This design comes from an exercise in tuning for small area on the open sky130 flow, not from production work.
For this run, only the layout was checked, not whether the RTL still works.
No activity file was given, so power comes from the tool's default toggle rates.

--- flow/flow/run.sh ---
#!/bin/bash
# Standard ORFS layout, with small (buf_1) port buffers and no CTS dummy loads.
set -euo pipefail
export BUFFER_PORTS_ARGS="-buffer_cell sky130_fd_sc_hd__buf_1"
export CTS_ARGS="-sink_clustering_enable -repair_clock_nets -dont_use_dummy_load"
bash standard.sh > make_finish.log 2>&1
--- flow/standard.sh ---
#!/bin/bash
# synth_recipe.tcl (not shown) runs the flow's synth.tcl, then flattens the netlist and writes it again
# the make line also repeats each setting of config.mk as NAME=value (left out here)
make -C /OpenROAD-flow-scripts/flow DESIGN_CONFIG=/design/flow/config.mk WORK_HOME=/design/flow/orfs CLKGATE_MAP_FILE= SYNTH_SCRIPT=/design/flow/synth_recipe.tcl "${@:-finish}"
--- flow/config.mk ---
export PLATFORM = sky130hd
export DESIGN_NAME = timecore_clock
export DESIGN_NICKNAME = timecore_clock
export VERILOG_FILES = /design/flow/design.v
export SDC_FILE = /design/flow/constraint.sdc
export NUM_CORES = 4
export LEC_CHECK = 0
export ABC_AREA = 1
export CAP_MARGIN = 20
export CORE_MARGIN = 2
export CORE_UTILIZATION = 40
export PLACE_DENSITY = 0.6
export SLEW_MARGIN = 20
--- flow/constraint.sdc ---
create_clock -name core_clock -period 10.0 [get_ports {clk}]
set_input_delay 2.0000 -clock core_clock [delete_from_list [all_inputs] [get_ports {clk}]]
set_output_delay 2.0000 -clock core_clock [all_outputs]
set_load 0.01 [all_outputs]
--- flow/design.v ---
module timecore_clock (
    input  wire       clk,
    input  wire       rst,           
    input  wire [4:0] seed_hours,    
    input  wire [5:0] seed_minutes,
    input  wire [5:0] seed_seconds,
    input  wire       tick_en,
    input  wire       raw_ih,        
    input  wire       raw_dh,
    input  wire       raw_im,
    input  wire       raw_dm,
    input  wire [7:0] editing,
    input  wire [7:0] dp_in,
    output wire [2:0] sel_idx,
    output wire [7:0] sel_onehot,
    output wire [6:0] seg,
    output wire       dp,
    output wire [4:0] hours,
    output wire [5:0] minutes,
    output wire [5:0] seconds
);
    reg  [14:0] tq;
    wire        t_z14 = ~|tq[13:0];
    wire        tick  = tick_en & t_z14 & tq[14];
    wire        t_fb  = tq[14] ^ tq[13] ^ t_z14;
    always @(posedge clk) begin
        if (rst || !tick_en)
            tq <= 15'd0;
        else
            tq <= {tq[13:0], t_fb};
    end
    reg  [14:0] ph;
    wire        blink = ph[14];
    wire [2:0]  idx   = ph[7:5];
    always @(posedge clk) begin
        if (rst)
            ph <= 15'd0;
        else
            ph <= ph + 1'b1;
    end
    reg  [3:0] s1, s2, prev;
    reg  [9:0] db0, db1, db2, db3;
    wire [3:0] raw = {raw_dm, raw_im, raw_dh, raw_ih};
    wire [3:0] edge_det = s2 & ~prev;
    always @(posedge clk) begin
        if (rst) begin
            s1 <= 4'd0;
            s2 <= 4'd0;
        end else begin
            s1 <= raw;
            s2 <= s1;
        end
        prev <= s2;
    end
    function [10:0] deb_step;    
        input [9:0] d;
        input       e;
        reg         z9;
        begin
            z9 = ~|d[8:0];
            deb_step = {z9 & d[9], d[8:0], d[9] ^ d[6] ^ (z9 & (d[9] | e))};
        end
    endfunction
    wire [10:0] n0 = deb_step(db0, edge_det[0]);
    wire [10:0] n1 = deb_step(db1, edge_det[1]);
    wire [10:0] n2 = deb_step(db2, edge_det[2]);
    wire [10:0] n3 = deb_step(db3, edge_det[3]);
    wire p_ih = n0[10];
    wire p_dh = n1[10];
    wire p_im = n2[10];
    wire p_dm = n3[10];
    always @(posedge clk) begin
        if (rst) begin
            db0 <= 10'd0;
            db1 <= 10'd0;
            db2 <= 10'd0;
            db3 <= 10'd0;
        end else begin
            db0 <= n0[9:0];
            db1 <= n1[9:0];
            db2 <= n2[9:0];
            db3 <= n3[9:0];
        end
    end
    reg [4:0] h;
    reg [5:0] m;
    reg [5:0] s;
    wire s59 = (s == 6'd59);
    wire m59 = (m == 6'd59);
    wire m0  = (m == 6'd0);
    wire h23 = (h == 5'd23);
    wire h0  = (h == 5'd0);
    wire m_up = tick ? s59 : p_im;
    wire m_dn = !tick & !p_im & p_dm;
    wire [5:0] m_inc = m59 ? 6'd0  : m + 6'd1;
    wire [5:0] m_dec = m0  ? 6'd59 : m - 6'd1;
    wire [5:0] m_next = m_up ? m_inc : m_dn ? m_dec : m;
    wire cu = m_up & m59;
    wire cd = m_dn & m0;
    wire hu = !tick & p_ih;
    wire hdn = !tick & !p_ih & p_dh;
    reg  [4:0] h_next;
    always @(*) begin
        case ({hu, hdn, cu, cd})
            4'b0010, 4'b1000: h_next = h23 ? 5'd0 : h + 5'd1;
            4'b0001, 4'b0100: h_next = h0 ? 5'd23 : h - 5'd1;
            4'b1010:          h_next = (h == 5'd22) ? 5'd0 : h23 ? 5'd1 : h + 5'd2;
            4'b0101:          h_next = (h == 5'd1) ? 5'd23 : h0 ? 5'd22 : h - 5'd2;
            default:          h_next = h;
        endcase
    end
    wire [5:0] s_next = tick ? (s59 ? 6'd0 : s + 6'd1) : s;
    always @(posedge clk) begin
        if (rst) begin
            h <= seed_hours;
            m <= seed_minutes;
            s <= seed_seconds;
        end else begin
            h <= h_next;
            m <= m_next;
            s <= s_next;
        end
    end
    assign hours   = h;
    assign minutes = m;
    assign seconds = s;
    reg [5:0] v;
    always @(*) begin
        case (idx[2:1])
            2'd0: v = s;
            2'd1: v = m;
            2'd2: v = {1'b0, h};
            default: v = 6'd0;
        endcase
    end
    wire [3:0] digit = idx[0] ? (v / 6'd10) : (v % 6'd10);
    reg  [6:0] pattern;
    always @(*) begin
        case (digit)
            4'd0: pattern = 7'h3F;
            4'd1: pattern = 7'h06;
            4'd2: pattern = 7'h5B;
            4'd3: pattern = 7'h4F;
            4'd4: pattern = 7'h66;
            4'd5: pattern = 7'h6D;
            4'd6: pattern = 7'h7D;
            4'd7: pattern = 7'h07;
            4'd8: pattern = 7'h7F;
            default: pattern = 7'h6F;
        endcase
    end
    wire blank = editing[idx] & ~blink;
    assign sel_idx    = idx;
    assign sel_onehot = 8'b1 << idx;
    assign seg        = blank ? 7'd0 : pattern;
    assign dp         = dp_in[idx] & ~blank;
endmodule
==> results.py <==
metrics = {
    "die": {
        "die-area_mm2": 0.0139,
        "std_cell_core_area_mm2": 0.0127,
        "floorplan.initialDensity": 0.411,
        "placement_rows": 41,
        "io_pins": 76,
        "dieHeight_um": 118,
        "dieWidth_um": 118,
    },
    "cells_and_area": {
        "mostFrequentLayoutCell": "sky130_fd_sc_hd__inv_1",
        "antenna-diode-count": 0,
        "most-common-layout-cells": "129 x sky130_fd_sc_hd__inv_1, 122 x sky130_fd_sc_hd__nor2_1, 112 x sky130_fd_sc_hd__nand2_1",
        "post_route_cells_drive_above_1_share": 0.0617,
        "filler_instances": 1289,
        "postLayoutCoreUtil": 0.464,
        "finalNonFillerCells": 966,
        "final_cell_area_mm2": 0.00587,
        "areaGrowthSynthToFinish_pct": 12.8,
        "design.final.nets": 855,
    },
    "synthesis": {
        "synth_area_per_cell_um2": 7.20,
        "synth.distinct_cells": 49,
        "ys_dominant_reg_cell": "sky130_fd_sc_hd__dfxtp_1",
        "synthesized_nets": 782,
        "synth-edff-count": 17,
        "synth_async_sr_flop_share": 0,
        "post_synth_inst_count": 723,
        "post_synth_top_area_cell": "sky130_fd_sc_hd__dfxtp_1",
        "synth.yosys.seq_area_share": 0.413,
        "post_synth_instance_area_mm2": 0.00521,
        "synth-seq-cells": 99,
        "synth_top_cells_by_area": "sky130_fd_sc_hd__dfxtp_1 32%, sky130_fd_sc_hd__edfxtp_1 9.8%, sky130_fd_sc_hd__inv_1 9.3%, sky130_fd_sc_hd__nor2_1 8.8%, sky130_fd_sc_hd__nand2_1 8.1%",
        "synth.top_cell.area_share": 0.315,
        "yosysWarningCount": 1,
    },
    "worst_setup_path": {
        "crit_top_cell": "sky130_fd_sc_hd__nand2_1",
        "critPathSlowestCell": "sky130_fd_sc_hd__dfxtp_1",
        "cp-start-kind": "flip-flop",
        "worst_path_largest_cell_delay_ns": 0.63,
        "crit_path_kind": "reg -> out",
        "crit_path_cell_chain": "inv_2 -> nand3_1 -> nand3_2 -> inv_2 -> ha_1 -> nand2_1 -> nand2_1 -> inv_2 -> nand2_2 -> nand2_1 -> nand2_1 -> nand2_2 -> inv_2 -> nand2_2 -> nand2_2 -> a21boi_1 -> inv_1 -> ha_1 -> nand3b_1 -> nand2_1 -> nor2_1 -> nor2_1 -> buf_1",
        "cp.arrival_ns": 3.57,
        "worstPathMaxFanout": 11,
        "worst_setup_path_end_kind": "output pin",
        "critPathRequiredTime_ns": 8.00,
    },
    "power": {
        "power-per-cell-area_mw_per_mm2": 148,
        "worst_ir_drop_vdd_mv": 0.119,
        "static-leakage-power_nw": 2.57,
    },
    "global_routing": {
        "antenna_found_initial": 0,
        "grt_first_pass_wirelength_um": 19400,
        "grt_overflow_total": 0,
        "grt_max_degree": 69,
        "first_global_vias": 4389,
        "groute.usage.overall": 0.169,
    },
    "clocking": {
        "cts_resized": 0,
        "postCtsSetupBuffers": 0,
        "cts_htree_levels": 3,
        "numCtsBuffers": 9,
        "root_buffer": "sky130_fd_sc_hd__clkbuf_16",
        "cts.hold.buffers_added": 0,
        "cts_buffer_depth": 2,
        "cts_tree": "built",
        "clkTransAtPathRegs_ns": 0.06,
        "cts.sinks": 99,
        "worstSkewPairLatency_ns": 0.34,
    },
    "placement": {
        "dpl-instance-area_mm2": 0.00565,
        "place.detailed.instances": 957,
        "place_congestion": 0.873,
        "port-buffer-count": 75,
        "hpwl_um": 8610,
    },
    "drt": {
        "totalWireLength_um": 11400,
        "drtAntennaViolNets": 0,
        "detail_route.vias_per_cell": 4.76,
        "first_pass_iters": 4,
        "post_dr_wirelength_cell_um": 11.8,
        "drc_violation_count_after_routing": 0,
        "vias": 4596,
        "drt_first_iter_violations": 231,
    },
    "sta": {
        "timing.final.crit_share": 0.557,
        "final-setup-viol-count": 0,
        "unrepaired_setup_endpoints_after_global_routing": "false",
        "fin_skew_ns": 0.0169,
        "max_slew.worst_pin.slew_ns": 0.680,
        "holdWs_ns": 0.346,
        "layout_min_cycle_time_ns": 5.57,
        "slew-limit-headroom": 0.547,
        "max_freq_mhz": 180,
        "slew_violations": 0,
        "timing.final.hold_violations": 0,
        "fin_setup_tns_ns": 0,
    },
    "job": {
        "maximum_capacitance_violations": 0,
    },
    "worst_hold_path": {
        "worstHoldPathType": "reg -> reg",
    },
    "run_status": {
        "status": "finished clean",
    },
}
## Yosys cell counts (3+ instances only)
library cell               count
sky130_fd_sc_hd__a21oi_1      29
sky130_fd_sc_hd__xor2_1        7
sky130_fd_sc_hd__inv_2         7
sky130_fd_sc_hd__o21ai_0      43
sky130_fd_sc_hd__nor2_1      122
sky130_fd_sc_hd__xnor2_1       3
sky130_fd_sc_hd__nand4_1      10
sky130_fd_sc_hd__o22ai_1       7
sky130_fd_sc_hd__buf_4         4
sky130_fd_sc_hd__nand3b_1      5
sky130_fd_sc_hd__o21ai_1       3
sky130_fd_sc_hd__buf_1         3
sky130_fd_sc_hd__nand2_1     112
sky130_fd_sc_hd__ha_1         19
sky130_fd_sc_hd__clkbuf_1      9
sky130_fd_sc_hd__inv_1       129
sky130_fd_sc_hd__o21a_1        5
sky130_fd_sc_hd__dfxtp_1      82
sky130_fd_sc_hd__nand3_2       6
sky130_fd_sc_hd__nor3_1       14
sky130_fd_sc_hd__nand2_2      10
sky130_fd_sc_hd__edfxtp_1     17
sky130_fd_sc_hd__nand3_1      40
## area by class of cell
type                    instances  area, um^2  share of cell area
clock buffers                   9         225              0.0383
inverters                     139         524              0.0892
multi-input cells             468        2440               0.416
flip-flops and latches         99        2150               0.366
well taps                     172         215              0.0366
repair buffers                 79         313              0.0532
## metal layers
| layer | track usage | share of wire |
|---|---|---|
| met3 | 0.0373 | 0.048 |
| met1 | 0.206 | 0.46 |
| met5 | 0 | 0 |
| met2 | 0.287 | 0.47 |
| met4 | 0.0670 | 0.024 |
## logic make-up (layout without fill, tap and decap cells)
logic type | after synthesis | after routing | synth area share
adder cells (fa/ha/maj) | 19 | 19 | 0.0457
AND/OR/NAND/NOR | 334 | 334 | 0.291
XOR/XNOR | 10 | 10 | 0.0168
flip-flops | 99 | 99 | 0.413
buffers and inverters | 156 | 227 | 0.117
multiplexers | 1 | 1 | 0.00192
AO/OA/AOI/OAI | 104 | 104 | 0.114
## critical path: cells and delay by family (launching register included)
kind,cells,cell delay [ns]
buffers and inverters,6,0.67
AO/OA/AOI/OAI,1,0.34
adder cells (fa/ha/maj),2,0.45
flip-flops,1,0.63
AND/OR/NAND/NOR,14,1.14
## registers in the layout, indices dropped and copies added (netlist names)
name	count
prev	4
m	6
db2	10
s	6
ph	15
s1	4
db3	10
tq	15
db1	10
s2	4
h	5
db0	10
## stage by stage
step / setup WS, ns / power, mW
2_1_floorplan: 5.27 / 0.546
3_3_place_gp: 4.96 / 0.585
3_5_place_dp: 4.80 / 0.588
4_1_cts: 4.42 / 0.879
5_1_grt: 4.01 / 0.914
6_report: 4.43 / 0.867
## worst paths after layout
path / startpoint / endpoint / slack [ns] / depth (start not counted)
max: ph[6] / seg[6] / 4.43 / 23
min: s2[3] / prev[3] / 0.35 / 0
max reg2reg: m[0] / h[0] / 6.92 / 16
min reg2reg: s2[3] / prev[3] / 0.35 / 0
## power breakdown
| part | leakage [nW] | total (mW) | internal (mW) | switching, mW |
|---|---|---|---|---|
| Combinational | 1.63 | 0.150 | 0.0538 | 0.0957 |
| Clock | 0.111 | 0.288 | 0.159 | 0.129 |
| Sequential | 0.832 | 0.430 | 0.418 | 0.0119 |

-- static timing again, ports no longer ideal --
In the flow no input, the clock included, has a driving cell. The finished layout below was timed again as built, in two steps.
Step 1, drivers: a clkbuf_16 drives clk and a buf_2 each remaining input, both assumed.
Step 2 moves the port delays by t, midway between the first and last clock arrival at a register: inputs arrive t later, outputs are due t later. That takes back most of the time a late clock gives input paths.
Slacks: ideal / step 1 / step 2; pairs: ideal / step 1.
t, ns: 0.369
setup WS [ns]: 4.430 / 4.393 / 4.763
worst hold slack (ns): 0.346 / 0.346 / 0.346
pins driven straight from the clock port: 1
After both steps setup and hold are still met in this run. The setup slack of this run moves by -0.037 ns with the drivers and by +0.333 ns with both steps.
